Source: an optimization exercise on an open RTL-to-GDS flow (aim: small area and few clock cycles). Production flows keep margins and buffers that such runs may drop. In this exercise RTL edits were held to simulation tests only and were not proved equivalent to the original. Power figures rest on the tool's default switching activity, not on a simulated workload.

`flow/flow/run.sh`:
```
#!/bin/bash
set -euo pipefail
export CTS_ARGS="-sink_clustering_enable -repair_clock_nets -dont_use_dummy_load -sink_clustering_size 32 -sink_clustering_max_diameter 60"
bash standard.sh > standard.log 2>&1
```
`flow/standard.sh`:
```
#!/bin/bash
# synth_recipe.tcl (not shown) runs the flow's synth.tcl, then flattens the netlist and writes it again
# the make line also repeats each setting of config.mk as NAME=value (left out here)
make -C /OpenROAD-flow-scripts/flow DESIGN_CONFIG=/design/flow/config.mk WORK_HOME=/design/flow/orfs CLKGATE_MAP_FILE= SYNTH_SCRIPT=/design/flow/synth_recipe.tcl "${@:-finish}"
```
`flow/config.mk`:
```
export PLATFORM = sky130hd
export DESIGN_NAME = n2k_rx
export DESIGN_NICKNAME = n2k_rx
export VERILOG_FILES = /design/flow/design.v
export SDC_FILE = /design/flow/constraint.sdc
export NUM_CORES = 4
export LEC_CHECK = 0
export CAP_MARGIN = 20
export CORE_MARGIN = 2
export CORE_UTILIZATION = 70
export SLEW_MARGIN = 20
export SYNTH_MEMORY_MAX_BITS = 8192
```
`flow/constraint.sdc`:
```
create_clock -name core_clock -period 14.0 [get_ports {clk}]
set_input_delay 2.8000 -clock core_clock [delete_from_list [all_inputs] [get_ports {clk}]]
set_output_delay 2.8000 -clock core_clock [all_outputs]
set_load 0.01 [all_outputs]
```
`flow/design.v`:
```
module n2k_rx (
    input  wire        clk,
    input  wire        rst,
    input  wire        cfg_mode,           
    input  wire [3:0]  cfg_inc_valid,
    input  wire [71:0] cfg_inc_pgn,
    input  wire [3:0]  cfg_exc_valid,
    input  wire [71:0] cfg_exc_pgn,
    input  wire [1:0]  cfg_fast_valid,
    input  wire [35:0] cfg_fast_pgn,
    input  wire [31:0] cfg_min_interval,
    input  wire        rx_valid,
    output wire        rx_ready,
    input  wire [7:0]  rx_byte,
    input  wire [31:0] rx_now,
    output reg         out_valid,
    output reg         out_last,
    output reg  [17:0] out_pgn,
    output reg  [7:0]  out_src,
    output reg  [7:0]  out_len,
    output reg  [7:0]  out_data,
    output reg         diag_valid,
    output reg  [4:0]  diag_code,
    output wire [17:0] diag_pgn
);
    localparam [4:0] X_RUNT       = 5'd1,
                     X_SHORT      = 5'd2,
                     X_DLEN       = 5'd3,
                     X_FP_NOSTART = 5'd4,
                     X_FP_SEQ     = 5'd5,
                     X_FP_DUP     = 5'd6,
                     X_FP_EMPTY   = 5'd7,
                     X_FP_NOLEN   = 5'd8,
                     N_FILTERED   = 5'd16,
                     N_THROTTLED  = 5'd17;
    localparam SFD = 2;               
    localparam TKD = SFD + 4;         
    localparam RW  = 57;              
    integer i;
    reg diag_z;
    reg  [3:0]  cnt;           
    reg         in_frame;      
    reg         skip;          
    reg  [3:0]  h_n;           
    reg  [7:0]  h_src;
    reg  [17:0] h_pgn;
    reg  [7:0]  h_ctl;         
    reg  [7:0]  h_plb;         
    reg  [63:0] sh;            
    wire body_byte = cfg_mode ? !skip : in_frame;
    wire is_end    = cfg_mode ? (!skip && cnt == 4'd12) : (in_frame && rx_byte == 8'h55);
    wire cnt_data  = (cnt >= 4'd5) && ((cnt - 4'd5) < h_n);
    wire shifts    = body_byte && cnt_data && (cfg_mode || rx_byte != 8'h55);
    assign diag_pgn = diag_z ? 18'd0 : h_pgn;
    wire [4:0] fc  = h_ctl[4:0];
    wire [2:0] seq = h_ctl[7:5];
    reg inc_hit, exc_hit, allowed, fast_hit, s;
    always @(*) begin
        inc_hit = 1'b0;
        exc_hit = 1'b0;
        for (i = 0; i < 4; i = i + 1) begin
            if (cfg_inc_valid[i] && cfg_inc_pgn[18*i +: 18] == h_pgn) inc_hit = 1'b1;
            if (cfg_exc_valid[i] && cfg_exc_pgn[18*i +: 18] == h_pgn) exc_hit = 1'b1;
        end
        if (|cfg_inc_valid)      allowed = inc_hit;
        else if (|cfg_exc_valid) allowed = !exc_hit;
        else                     allowed = 1'b1;
        fast_hit = 1'b0;
        s        = 1'b0;
        if (cfg_fast_valid[1] && cfg_fast_pgn[35:18] == h_pgn) begin fast_hit = 1'b1; s = 1'b1; end
        if (cfg_fast_valid[0] && cfg_fast_pgn[17:0]  == h_pgn) begin fast_hit = 1'b1; s = 1'b0; end
    end
    reg        thr_valid [0:1];
    reg [31:0] thr_time  [0:1];
    reg        fp_valid  [0:1];
    reg [2:0]  fp_seq    [0:1];
    reg [7:0]  fp_plen   [0:1];
    reg [7:0]  fp_stored [0:1];
    reg [31:0] fp_pres   [0:1];
    reg [4:0]  fp_base   [0:1];   
    reg [4:0]  fp_hi     [0:1];   
    reg        em_busy   [0:1];
    reg [4:0]  em_base   [0:1];
    reg [4:0]  em_hi     [0:1];
    reg [31:0] em_pres   [0:1];
    reg [7:0]  em_plen   [0:1];
    reg [7:0]  em_src    [0:1];
    reg        pc_pend   [0:1];
    reg [7:0]  pc_src    [0:1];
    reg        wr_pend;
    reg        wr_slot;
    reg [4:0]  wr_blk;
    reg [2:0]  wr_len;
    reg        wr_sh;             
    reg [4:0]  ph;                
    localparam [1:0] E_IDLE = 2'd0, E_SF = 2'd1, E_FPW = 2'd2, E_FP = 2'd3;
    reg [1:0]  est;
    reg        e_slot;
    reg [2:0]  e_j;
    reg [4:0]  e_c;
    reg [7:0]  e_cnt;
    reg [17:0] sf_pgn  [0:SFD-1];
    reg [7:0]  sf_src  [0:SFD-1];
    reg [3:0]  sf_n    [0:SFD-1];
    reg [63:0] sf_dat  [0:SFD-1];
    reg        sf_wp, sf_rp, sf_cpi;
    reg [1:0]  sf_cnt;
    reg        sf_cp;             
    reg [1:0]  tk      [0:TKD-1];
    reg [2:0]  tk_wp, tk_rp;
    reg [3:0]  tk_cnt;
    reg [4:0] fcode;
    always @(*) begin
        fcode = 5'd0;
        if (!cfg_mode) begin
            if (cnt == 4'd0)               fcode = X_RUNT;
            else if (cnt < 4'd5)           fcode = X_SHORT;
            else if (h_n > 4'd8)           fcode = X_DLEN;
            else if (cnt < 4'd5 + h_n)     fcode = X_SHORT;
        end else if (h_n > 4'd8)           fcode = X_DLEN;
    end
    wire [32:0] thr_diff = {1'b0, rx_now} - {1'b0, thr_time[s]};
    wire thr_ok = !thr_valid[s] || (!thr_diff[32] && thr_diff[31:0] >= cfg_min_interval);
    reg        d_diag, d_pgn0, d_sf, d_acc, d_store;
    reg [4:0]  d_code;
    always @(*) begin
        d_diag = 1'b0; d_pgn0 = 1'b0; d_sf = 1'b0; d_acc = 1'b0; d_store = 1'b0;
        d_code = 5'd0;
        if (fcode != 5'd0) begin
            d_diag = 1'b1; d_code = fcode; d_pgn0 = 1'b1;
        end else if (!allowed) begin
            d_diag = 1'b1; d_code = N_FILTERED;
        end else if (!fast_hit) begin
            d_sf = 1'b1;
        end else if (h_n == 4'd0) begin
            d_diag = 1'b1; d_code = X_FP_EMPTY;
        end else if (fc == 5'd0) begin
            if (h_n < 4'd2) begin
                d_diag = 1'b1; d_code = X_FP_NOLEN;
            end else if (!thr_ok) begin
                d_diag = 1'b1; d_code = N_THROTTLED;
            end else
                d_acc = 1'b1;
        end else begin
            if (!fp_valid[s]) begin
                d_diag = 1'b1; d_code = X_FP_NOSTART;
            end else if (seq != fp_seq[s]) begin
                d_diag = 1'b1; d_code = X_FP_SEQ;
            end else if (fp_pres[s][fc]) begin
                d_diag = 1'b1; d_code = X_FP_DUP;
            end else
                d_store = 1'b1;
        end
    end
    wire [4:0] new_base   = em_busy[s] ? (em_base[s] + em_hi[s] + 5'd1) : fp_base[s];
    wire [4:0] d_blk      = (fc == 5'd0) ? new_base : (fp_base[s] + fc);
    wire [2:0] d_len      = (fc == 5'd0) ? (h_n[2:0] - 3'd2) : (h_n[2:0] - 3'd1);
    wire [7:0] d_stored   = (fc == 5'd0) ? ({4'd0, h_n} - 8'd2) : (fp_stored[s] + {4'd0, h_n} - 8'd1);
    wire [7:0] d_plen     = (fc == 5'd0) ? h_plb : fp_plen[s];
    wire       d_write    = d_acc || d_store;
    wire       d_complete = d_write && (d_stored >= d_plen);
    wire [4:0] d_hi       = (fc == 5'd0) ? 5'd0 : ((fc > fp_hi[s]) ? fc : fp_hi[s]);
    wire [31:0] d_pres    = (fc == 5'd0) ? 32'd1 : (fp_pres[s] | (32'd1 << fc));
    reg [1:0] blk_acc, blk_store, st_ok;
    reg [4:0] ecur, off;
    always @(*) begin
        for (i = 0; i < 2; i = i + 1) begin
            ecur         = (est == E_FP && e_slot == i) ? e_c : 5'd0;
            off          = fp_base[i] + fc - em_base[i];
            blk_acc[i]   = (em_busy[i] && em_hi[i] == 5'd31 && ecur == 5'd0) || wr_pend || pc_pend[i];
            blk_store[i] = (em_busy[i] && off >= ecur && off <= em_hi[i]) || wr_pend || pc_pend[i];
            st_ok[i]     = fp_valid[i] && (seq == fp_seq[i]) && !fp_pres[i][fc];
        end
    end
    wire fp_frame = (fcode == 5'd0) && allowed && fast_hit && (h_n != 4'd0);
    wire blocked  = (d_sf && (sf_cnt == SFD)) ||
                    (fp_frame && (fc == 5'd0) && (h_n >= 4'd2) && blk_acc[s]) ||
                    (fp_frame && (fc != 5'd0) && st_ok[s] && blk_store[s]);
    wire [4:0] wpos    = ph + 5'd1 - (wr_blk * 5'd7);
    wire       wr_fire = wr_pend && (wpos[2:0] == 3'd0);
    assign rx_ready = !(is_end && blocked) && !(wr_pend && wr_sh && !wr_fire && shifts);
    wire rx_fire = rx_valid && rx_ready;
    wire proc    = rx_fire && is_end;
    always @(posedge clk) begin
        if (rst) begin
            cnt      <= 4'd0;
            in_frame <= 1'b0;
            skip     <= 1'b0;
        end else if (rx_fire) begin
            if (!cfg_mode) begin
                if (!in_frame) begin
                    if (rx_byte == 8'hAA) begin
                        in_frame <= 1'b1;
                        cnt      <= 4'd0;
                    end
                end else if (rx_byte == 8'h55) begin
                    in_frame <= 1'b0;
                end else begin
                    if (cnt != 4'd15)
                        cnt <= cnt + 4'd1;
                end
            end else begin
                if (skip) begin
                    skip <= 1'b0;
                end else if (cnt == 4'd12) begin
                    cnt  <= 4'd0;
                    skip <= 1'b1;
                end else begin
                    cnt <= cnt + 4'd1;
                end
            end
        end
    end
    wire cap = rx_fire && body_byte && !(!cfg_mode && rx_byte == 8'h55);
    always @(posedge clk) begin
        if (cap) begin
            case (cnt)
                4'd0: h_n          <= rx_byte[3:0];
                4'd1: h_src        <= rx_byte;
                4'd2: h_pgn[7:0]   <= rx_byte;
                4'd3: h_pgn[15:8]  <= rx_byte;
                4'd4: h_pgn[17:16] <= rx_byte[1:0];
                4'd5: h_ctl        <= rx_byte;
                4'd6: h_plb        <= rx_byte;
                default: ;
            endcase
        end
        if (rx_fire && shifts)
            sh <= {sh[55:0], rx_byte};
    end
    reg [32*RW-1:0] ring0, ring1;
    wire [55:0] wd   = wr_sh ? sh[63:8] : sh[55:0];
    wire        wfull = (wr_len == 3'd7);
    wire [RW-1:0] wdat = {wfull, wd[55:51], wfull ? wd[50:48] : wr_len, wd[47:0]};
    integer k;
    always @(posedge clk) begin
        ring0 <= {ring0[31*RW-1:0], ring0[32*RW-1 -: RW]};
        ring1 <= {ring1[31*RW-1:0], ring1[32*RW-1 -: RW]};
        for (k = 0; k < 4; k = k + 1) begin
            if (wr_fire && !wr_slot && wpos[4:3] == k) ring0[8*k*RW +: RW] <= wdat;
            if (wr_fire &&  wr_slot && wpos[4:3] == k) ring1[8*k*RW +: RW] <= wdat;
        end
    end
    reg [7:0] tap_byte;
    reg [2:0] tap_len;
    always @(*) begin
        tap_byte = 8'd0;
        tap_len  = 3'd0;
        for (k = 0; k < 7; k = k + 1) begin
            if (e_j == k) begin
                tap_byte = e_slot ? ring1[k*RW + 8*k +: 8] : ring0[k*RW + 8*k +: 8];
                tap_len  = (e_slot ? ring1[k*RW + 56] : ring0[k*RW + 56]) ? 3'd7 :
                           (e_slot ? ring1[k*RW + 48 +: 3] : ring0[k*RW + 48 +: 3]);
            end
        end
    end
    wire [17:0] sfh_pgn = sf_pgn[sf_rp];
    wire [7:0]  sfh_src = sf_src[sf_rp];
    wire [3:0]  sfh_n   = sf_n[sf_rp];
    wire [63:0] sfh_dat = sf_dat[sf_rp];
    wire        sf_last = (sfh_n == 4'd0) || ({1'b0, e_j} == sfh_n - 4'd1);
    wire        fp_beat = em_pres[e_slot][e_c] && (e_j < tap_len);
    wire        fp_last = fp_beat && (e_cnt + 8'd1 == em_plen[e_slot]);
    always @(*) begin
        out_valid = 1'b0;
        out_last  = 1'b0;
        out_pgn   = cfg_fast_pgn[18*e_slot +: 18];
        out_src   = em_src[e_slot];
        out_len   = em_plen[e_slot];
        out_data  = tap_byte;
        case (est)
            E_SF: begin
                out_valid = 1'b1;
                out_last  = sf_last;
                out_pgn   = sfh_pgn;
                out_src   = sfh_src;
                out_len   = {4'd0, sfh_n};
                out_data  = sfh_dat[8*e_j +: 8];
            end
            E_FPW: begin
                out_valid = fp_zero;
                out_last  = 1'b1;
            end
            E_FP: begin
                out_valid = fp_beat;
                out_last  = fp_last;
            end
            default: ;
        endcase
    end
    wire fp_zero  = em_plen[e_slot] == 8'd0;
    wire em_end   = (est == E_FP && fp_last) || (est == E_FPW && fp_zero);
    wire rec_end  = (est == E_SF && sf_last) || em_end;
    wire can_load = (est == E_IDLE) || rec_end;
    wire [1:0] tkh = tk[tk_rp];
    wire tk_pop   = can_load && (tk_cnt != 0);
    wire tk_push  = proc && (d_sf || d_complete);
    wire [4:0] e_base  = em_base[e_slot];
    wire       aligned = (ph + 5'd1) == (e_base * 5'd7);
    wire       c0_wait = wr_pend && (wr_slot == e_slot) && (wr_blk == e_base);
    always @(posedge clk) begin
        if (rst) begin
            est <= E_IDLE;
        end else begin
            if (tk_pop) begin
                e_slot <= tkh[0];
                e_j    <= 3'd0;
                est    <= tkh[1] ? E_FPW : E_SF;
            end else if (rec_end) begin
                est <= E_IDLE;
            end else if (est == E_SF) begin
                e_j <= e_j + 3'd1;
            end else if (est == E_FPW) begin
                if (aligned && !c0_wait) begin
                    est   <= E_FP;
                    e_j   <= 3'd0;
                    e_c   <= 5'd0;
                    e_cnt <= 8'd0;
                end
            end else if (est == E_FP) begin
                if (fp_beat) e_cnt <= e_cnt + 8'd1;
                if (e_j == 3'd6) begin
                    e_j <= 3'd0;
                    e_c <= e_c + 5'd1;
                end else
                    e_j <= e_j + 3'd1;
            end
        end
    end
    wire sf_free = (est == E_SF) && sf_last;
    always @(posedge clk) begin
        if (rst) begin
            sf_wp  <= 0;
            sf_rp  <= 0;
            sf_cnt <= 0;
            sf_cp  <= 1'b0;
            tk_wp  <= 0;
            tk_rp  <= 0;
            tk_cnt <= 0;
        end else begin
            sf_cp <= proc && d_sf;
            if (proc && d_sf) begin
                sf_cpi <= sf_wp;
                sf_wp  <= (sf_wp == SFD - 1) ? 0 : sf_wp + 1;
            end
            if (sf_free)
                sf_rp <= (sf_rp == SFD - 1) ? 0 : sf_rp + 1;
            sf_cnt <= sf_cnt + (proc && d_sf) - sf_free;
            if (tk_push) begin
                tk[tk_wp] <= {d_complete, s};
                tk_wp     <= (tk_wp == TKD - 1) ? 0 : tk_wp + 1;
            end
            if (tk_pop)
                tk_rp <= (tk_rp == TKD - 1) ? 0 : tk_rp + 1;
            tk_cnt <= tk_cnt + tk_push - tk_pop;
        end
        if (sf_cp) begin
            sf_pgn[sf_cpi] <= h_pgn;
            sf_src[sf_cpi] <= h_src;
            sf_n[sf_cpi]   <= h_n;
            sf_dat[sf_cpi] <= sh;
        end
    end
    always @(posedge clk) begin
        diag_valid <= 1'b0;
        if (rst) begin
            ph           <= 5'd0;
            wr_pend      <= 1'b0;
            thr_valid[0] <= 1'b0;
            thr_valid[1] <= 1'b0;
            fp_valid[0]  <= 1'b0;
            fp_valid[1]  <= 1'b0;
            fp_base[0]   <= 5'd0;
            fp_base[1]   <= 5'd0;
            em_busy[0]   <= 1'b0;
            em_busy[1]   <= 1'b0;
            pc_pend[0]   <= 1'b0;
            pc_pend[1]   <= 1'b0;
        end else begin
            ph <= ph + 5'd1;
            if (wr_fire)
                wr_pend <= 1'b0;
            if (wr_pend && !wr_fire && rx_fire && shifts)
                wr_sh <= 1'b1;
            for (i = 0; i < 2; i = i + 1) begin
                if (pc_pend[i] && (!em_busy[i] || (em_end && e_slot == i))) begin
                    pc_pend[i] <= 1'b0;
                    em_busy[i] <= 1'b1;
                    em_base[i] <= fp_base[i];
                    em_hi[i]   <= fp_hi[i];
                    em_pres[i] <= fp_pres[i];
                    em_plen[i] <= fp_plen[i];
                    em_src[i]  <= pc_src[i];
                end else if (em_end && e_slot == i)
                    em_busy[i] <= 1'b0;
            end
            if (proc) begin
                if (d_diag) begin
                    diag_valid <= 1'b1;
                    diag_code  <= d_code;
                    diag_z     <= d_pgn0;
                end
                if (d_write) begin
                    wr_pend <= 1'b1;
                    wr_slot <= s;
                    wr_blk  <= d_blk;
                    wr_len  <= d_len;
                    wr_sh   <= 1'b0;
                    fp_valid[s]  <= !d_complete;
                    fp_stored[s] <= d_stored;
                    fp_pres[s]   <= d_pres;
                    fp_hi[s]     <= d_hi;
                end
                if (d_acc) begin
                    thr_valid[s] <= 1'b1;
                    thr_time[s]  <= rx_now;
                    fp_seq[s]    <= seq;
                    fp_plen[s]   <= h_plb;
                    fp_base[s]   <= new_base;
                end
                if (d_complete) begin
                    pc_pend[s] <= 1'b1;
                    pc_src[s]  <= h_src;
                end
            end
        end
    end
endmodule
```
==> notes.md, run 1 <==
Via-per-instance ratio - 5.641
Largest net degree at the start of global routing - 80
Crit path time final - 11.02 ns
VDD IR max - 0.1923 mV
Hold buffer count at cts - 0
Clock Latency Late Sink - 0.89 ns
Initial antenna violation count - 12
DR iter-0 viols - 5863
Sequential share of the synthesized area - 0.8102
WL final - 264300 um
RSZ-0062 raised after global routing - no
Drt first pass iters - 7
CTS tree - yes
Dpl ws - 2.121 ns
Headroom to the max-slew limit - 0.1543
Setup slack after layout - 2.979 ns
Worst Path Required - 14.73 ns
Post-CTS Setup Repair Bufs - 0
CP max stage delay - 0.59 ns
Post-route antenna net violation count - 0
CP Launch Type - input port
Hold Vio Cnt, Final - 0
Number of global-route vias before repair - 61270
Mapped Area - 115700 um^2
First-pass GRT wire length - 392000 um
Root Driver - clkbuf_16
GPL Wtd Cong - 0.9057
Tot Pwr - 20.14 mW
Via count - 58000
Skew final - 0.09924 ns
Worst Hold Class - register to register
Main synth FF type - dfxtp_1
Max FO, Critical Path - 23
Maximum clock insertion buffer count - 3
Die area - 168600 um^2
Syn_nets - 8176
Synth Warn # - 7
Wire per inst - 25.71 um
Crit path capture type - register
Pwr per Cell Area - 159.6 nW/um^2
Initial core utilization - 0.7031
Slew at the pin closest to its max-slew limit - 1.255 ns
H-Tree Level Count - 4
Commonest non-fill, non-tap cell in the layout - dfxtp_1
Max-slew violations - 0
Fmax - 0.09073 GHz
Synthesized area per cell - 14.99 um^2
Layout cells sized above 1 - 0.05083
Clk slew on worst S/H paths - 0.11 ns
GRT overflow - 0
# port buffers - 334
CP Data Arrival Time - 11.75 ns
Synthesized instance count - 7719
Die Span X - 410.6 um
Final HPWL DP - 159300 um
Final-report setup violation count - 0
Setup TNS - 0 ns
Final net count - 8544
Area grow syn2layout - 9.060%
Maxcap violations - 0
Number of synthesized flops with an enable pin - 664
Post-synth ARST share - 0
# DRC - 0
Post-synthesis register bit count - 4352
Core footprint - 164600 um^2
Synth cell types - 89
Number of buffers created by CTS - 177
I/O pin count - 335
Lkg Pwr - 47.81 nW
Commonest cells after routing, fill and taps aside - 3687 x dfxtp_1, 664 x edfxtp_1, 543 x nand2_1
Worst Setup Path Type - input port to register
Clk sinks - 4352
FP Rows - 149
Global Route Usage Sum - 0.3142
Status - no timing/DRC/antenna violations
Die Ht - 410.6 um
Final Cycle Share - 0.7873
Hold_ws - 0.2690 ns
Critical Path Slowest Stage Cell - o311a_4
Resized cells post-CTS - 0
where the power goes:
part           switching, mW  leakage, nW  internal, mW
Combinational          0.979         9.95         0.616
Clock                   3.52         2.18          2.27
Sequential            0.0556         35.7          12.7
Total                   4.56         47.8          15.6
per-stage QoR:
step | util | std cells | area, um^2
2_1_floorplan | - | 7719 | 115700
3_3_place_gp | 0.7392 | 10100 | 121700
3_5_place_dp | 0.7393 | 10100 | 121700
4_1_cts | 0.7662 | 10270 | 126100
5_1_grt | 0.7667 | 10280 | 126200
6_report | 0.7668 | 10280 | 126200
per-layer routing:
| metal | vias to the layer above | track usage | share of wire |
|---|---|---|---|
| met5 | - | 0 | 0.000049 |
| met4 | 2 | 0.1012 | 0.031 |
| li1 | 26530 | - | - |
| met1 | 29040 | 0.4226 | 0.42 |
| met3 | 405 | 0.04458 | 0.058 |
| met2 | 2018 | 0.5316 | 0.49 |
worst max-delay path, delay by kind of cell:
| family | cells | cell delay, ns |
|---|---|---|
| compound gates | 17 | 4.71 |
| fa+ha+maj | 5 | 1.38 |
| simple gates | 5 | 1.18 |
| buf+inv | 4 | 0.68 |
| xor+xnor | 3 | 0.60 |
| mux | 1 | 0.34 |
flip-flops by register name, summed over array words and instances (netlist names), 10 cells and up, named ones only:
name and flops:
sh 64, tk 12, sf_pgn 36, fp_hi 10, em_plen 16, fp_pres 64
ring0 1824, em_pres 64, sf_dat 128, em_src 16, em_hi 10, em_base 10
thr_time 64, ring1 1824, sf_src 16, pc_src 16, fp_base 10, h_pgn 18
fp_stored 16, fp_plen 16
layout make-up:
class	instances	area, um^2
repair buffers	418	4006
well taps	2189	2739
fillers	8767	38390
multi-input cells	2977	20650
flip-flops and latches	4352	93770
inverters	161	604.3
diodes	7	17.52
clock buffers	177	4429
final timing paths:
| kind | end | cells past startpoint | slack, ns | start |
|---|---|---|---|---|
| setup reg to reg | tk_cnt[2] | 35 | 4.73 | h_pgn[17] |
| hold / removal | ring1[677] | 0 | 0.27 | ring1[620] |
| setup / recovery | tk_cnt[2] | 35 | 2.98 | cfg_fast_pgn[23] |
| hold reg to reg | ring1[677] | 0 | 0.27 | ring1[620] |
kinds of logic after synthesis:
family	after synthesis	synth area share
adders and majority gates	191	0.02195
and+or+nand+nor	1164	0.04538
xor gates and xnor gates	301	0.02291
DFF	4352	0.8102
muxes	326	0.03691
AOI/OAI and AO/OA	995	0.04956
buffers and inverters	390	0.01311
cell usage after synthesis, drive strengths merged (57+ instances only):
library cell,n,area share
dfxtp,3688,0.64
edfxtp,664,0.17
nand2,549,0.018
o21ai,436,0.019
a21oi,298,0.013
nor2,278,0.0090
mux2i,237,0.020
xnor2,227,0.017
ha,171,0.018
clkbuf,164,0.0053
inv,159,0.0052
nor2b,85,0.0046
mux4,79,0.015
xor2,74,0.0057
buf,65,0.0026
nand4,57,0.0031
Testbench counts, summed over its fixed seeds: cycles 97,540.
==> inputs of run 2 (changes only) <==
--- a/flow/config.mk
+++ b/flow/config.mk
@@ -7,6 +7,6 @@
 export LEC_CHECK = 0
 export CAP_MARGIN = 20
 export CORE_MARGIN = 2
-export CORE_UTILIZATION = 70
+export CORE_UTILIZATION = 60
 export SLEW_MARGIN = 20
 export SYNTH_MEMORY_MAX_BITS = 8192
==> notes.md, run 2 <==
Status - no timing/DRC/antenna violations (unchanged)
Final net count - 8559 (was 8544)
Clock Latency Late Sink - 0.84 ns (was 0.89 ns)
Layout cells sized above 1 - 0.05210 (was 0.05083)
CP top delay family - compound AO/OA/AOI/OAI gates (unchanged)
Hold buffer count at cts - 0 (unchanged)
Critical Path Slowest Stage Cell - o311a_4 (unchanged)
Final Cycle Share - 0.7851 (was 0.7873)
Post-CTS Setup Repair Bufs - 0 (unchanged)
Root Driver - clkbuf_16 (unchanged)
Largest net degree at the start of global routing - 64 (was 80)
Synthesized instance count - 7719 (unchanged)
Critical path buffers and inverters - 4 (unchanged)
GRT overflow - 0 (unchanged)
Post-layout util - 0.6601 (was 0.7668)
Top cell type's share of synthesized area - 0.6379 (unchanged)
Commonest non-fill, non-tap cell in the layout - dfxtp_1 (unchanged)
Headroom to the max-slew limit - 0.2319 (was 0.1543)
Pwr per Cell Area - 158.6 nW/um^2 (was 159.6 nW/um^2)
Number of buffers created by CTS - 186 (was 177)
Top Registers - ring0 x1824, ring1 x1824, sf_dat x128 (unchanged)
VDD IR max - 0.1446 mV (was 0.1923 mV)
CP Launch Type - input port (unchanged)
Syn_nets - 8176 (unchanged)
Placed insts - 10440 (was 10100)
Worst Setup Path Type - input port to register (unchanged)
Final HPWL DP - 150200 um (was 159300 um)
I/O pin count - 335 (unchanged)
Slew at the pin closest to its max-slew limit - 1.120 ns (was 1.255 ns)
Crit path time final - 10.99 ns (was 11.02 ns)
Wire per inst - 21.85 um (was 25.71 um)
Leading cell type by number of instances after synthesis - dfxtp_1 (unchanged)
Commonest cells after routing, fill and taps aside - 3687 x dfxtp_1, 664 x edfxtp_1, 542 x nand2_1 (was 3687 x dfxtp_1, 664 x edfxtp_1, 543 x nand2_1)
Core footprint - 192200 um^2 (was 164600 um^2)
CP Data Arrival Time - 11.72 ns (was 11.75 ns)
Lkg Pwr - 47.96 nW (was 47.81 nW)
Synth Warn # - 7 (unchanged)
Post-synth ARST share - 0 (unchanged)
Number of global-route vias before repair - 55000 (was 61270)
FP Rows - 161 (was 149)
Final-report setup violation count - 0 (unchanged)
Synthesized area per cell - 14.99 um^2 (unchanged)
Worst Path Required - 14.73 ns (about the same)
Post-synth top cells - 3688 x dfxtp_1, 664 x edfxtp_1, 549 x nand2_1 (unchanged)
Max FO, Critical Path - 33 (was 23)
Leading area contributor after synthesis - dfxtp_1 (unchanged)
H-Tree Level Count - 4 (unchanged)
Post-route antenna net violation count - 0 (unchanged)
CTS tree - yes (unchanged)
Finished Layout Cells - 10630 (was 10280)
Hold Vio Cnt, Final - 0 (unchanged)
Number of synthesized flops with an enable pin - 664 (unchanged)
Via count - 55030 (was 58000)
DR iter-0 viols - 4028 (was 5863)
Fmax - 0.09098 GHz (was 0.09073 GHz)
Global Route Usage Sum - 0.2352 (was 0.3142)
Hold_ws - 0.2852 ns (was 0.2690 ns)
Post-synthesis register bit count - 4352 (unchanged)
# port buffers - 334 (unchanged)
Drt first pass iters - 6 (was 7)
Via-per-instance ratio - 5.176 (was 5.641)
Die Span X - 443.2 um (was 410.6 um)
Main synth FF type - dfxtp_1 (unchanged)
Maximum clock insertion buffer count - 3 (unchanged)
Setup TNS - 0 ns (unchanged)
# DRC - 0 (unchanged)
Worst Hold Class - register to register (unchanged)
Mapped Area - 115700 um^2 (unchanged)
CP max stage delay - 0.72 ns (was 0.59 ns)
Die Ht - 443.2 um (was 410.6 um)
Skew final - 0.1133 ns (was 0.09924 ns)
Clk slew on worst S/H paths - 0.11 ns (about the same)
Max-slew violations - 0 (unchanged)
Die area - 196400 um^2 (was 168600 um^2)
Synth area leaders - dfxtp_1 64%, edfxtp_1 17%, mux2i_1 2.0%, o21ai_0 1.9%, ha_1 1.8% (unchanged)
Synth cell types - 89 (unchanged)
Resized cells post-CTS - 0 (unchanged)
Crit path capture type - register (unchanged)
GPL Wtd Cong - 0.9071 (was 0.9057)
First-pass GRT wire length - 346500 um (was 392000 um)
RSZ-0062 raised after global routing - no (unchanged)
Initial antenna violation count - 14 (was 12)
Sequential share of the synthesized area - 0.8102 (unchanged)
Maxcap violations - 0 (unchanged)
Area grow syn2layout - 9.598% (was 9.060%)
WL final - 232300 um (was 264300 um)
Initial core utilization - 0.6023 (was 0.7031)
Clk sinks - 4352 (unchanged)
==> run 2: cell counts after synthesis <==
No cell type changed its count.
==> run 2: per-layer routing <==
layer	part of all wire	GRT usage
met1	0.47	0.3421
met2	0.45	0.3676
met3	0.051	0.04101
met4	0.025	0.06268
met5	0.00037	0
==> run 2: kinds of logic after synthesis <==
| logic type | share of synthesized area |
|---|---|
| flip-flops | 0.8102 |
| adder cells (fa/ha/maj) | 0.02195 |
| AND/OR/NAND/NOR | 0.04538 |
| AO/OA/AOI/OAI | 0.04956 |
| XOR/XNOR | 0.02291 |
| multiplexers | 0.03691 |
| buffers and inverters | 0.01311 |
==> run 2: layout make-up <==
type / instances / area (um^2)
Inverter: 161 / 604.3
Multi-Input combinational cell: 2977 / 20610
Tap cell: 2526 / 3161
Fill cell: 13750 / 65330
Clock buffer: 186 / 4654
Sequential cell: 4352 / 93770
Timing Repair Buffer: 424 / 4031
Antenna cell: 6 / 15.01
==> run 2: final timing paths <==
| kind | from | endpoint | slack [ns] | depth (start not counted) |
|---|---|---|---|---|
| worst max-delay path | cfg_fast_pgn[35] | tk_cnt[2] | 3.01 | 35 |
| worst min-delay path | ring0[638] | ring0[695] | 0.29 | 0 |
| worst max register to register | h_pgn[10] | tk_cnt[2] | 4.73 | 34 |
| worst min register to register | ring0[638] | ring0[695] | 0.29 | 0 |
==> run 2: power by group <==
part           internal [mW]  switching [mW]
Sequential              12.7          0.0318
Combinational          0.623           0.955
Clock                   2.38            3.43
==> run 2: metrics by stage <==
step / worst slack (ns) / total power [mW] / cell area (um^2)
floorplan: 3.691 / 13.81 / 115700
global placement: 2.165 / 14.60 / 122100
detailed placement: 2.194 / 14.60 / 122200
CTS: 3.064 / 20.28 / 126800
global route: 2.324 / 20.77 / 126800
finish: 3.009 / 20.11 / 126800

-- afterwards: timing with drivers on the ports --
In the flow no input, the clock included, has a driving cell. The finished layouts below were timed again as built, in two steps.
Step 1 assumes that a clkbuf_16 drives the clock port and a buf_2 every other input.
Step 2, shift: input delay + t, output delay - t, t = (earliest + latest rising clock arrival at the registers) / 2. This alone moves slack from input paths to output paths.
Three values: no drivers, after step 1, after step 2; two values: the first two.
run | t (ns) | slack for setup (ns) | worst setup path after step 2 | clock arrival spread, ns | slew at the worst register clock pin (ns)
run 1 | 0.919 | 2.978 / 3.024 / 2.105 | input to register | 0.122 / 0.122 | 0.12 / 0.12
run 2 | 0.888 | 3.009 / 3.072 / 2.184 | input to register | 0.131 / 0.131 | 0.11 / 0.11
After both steps setup and hold are still met in every run listed. The setup slack of run 1, which loses most, moves by +0.046 ns with the drivers and by -0.873 ns with both steps.
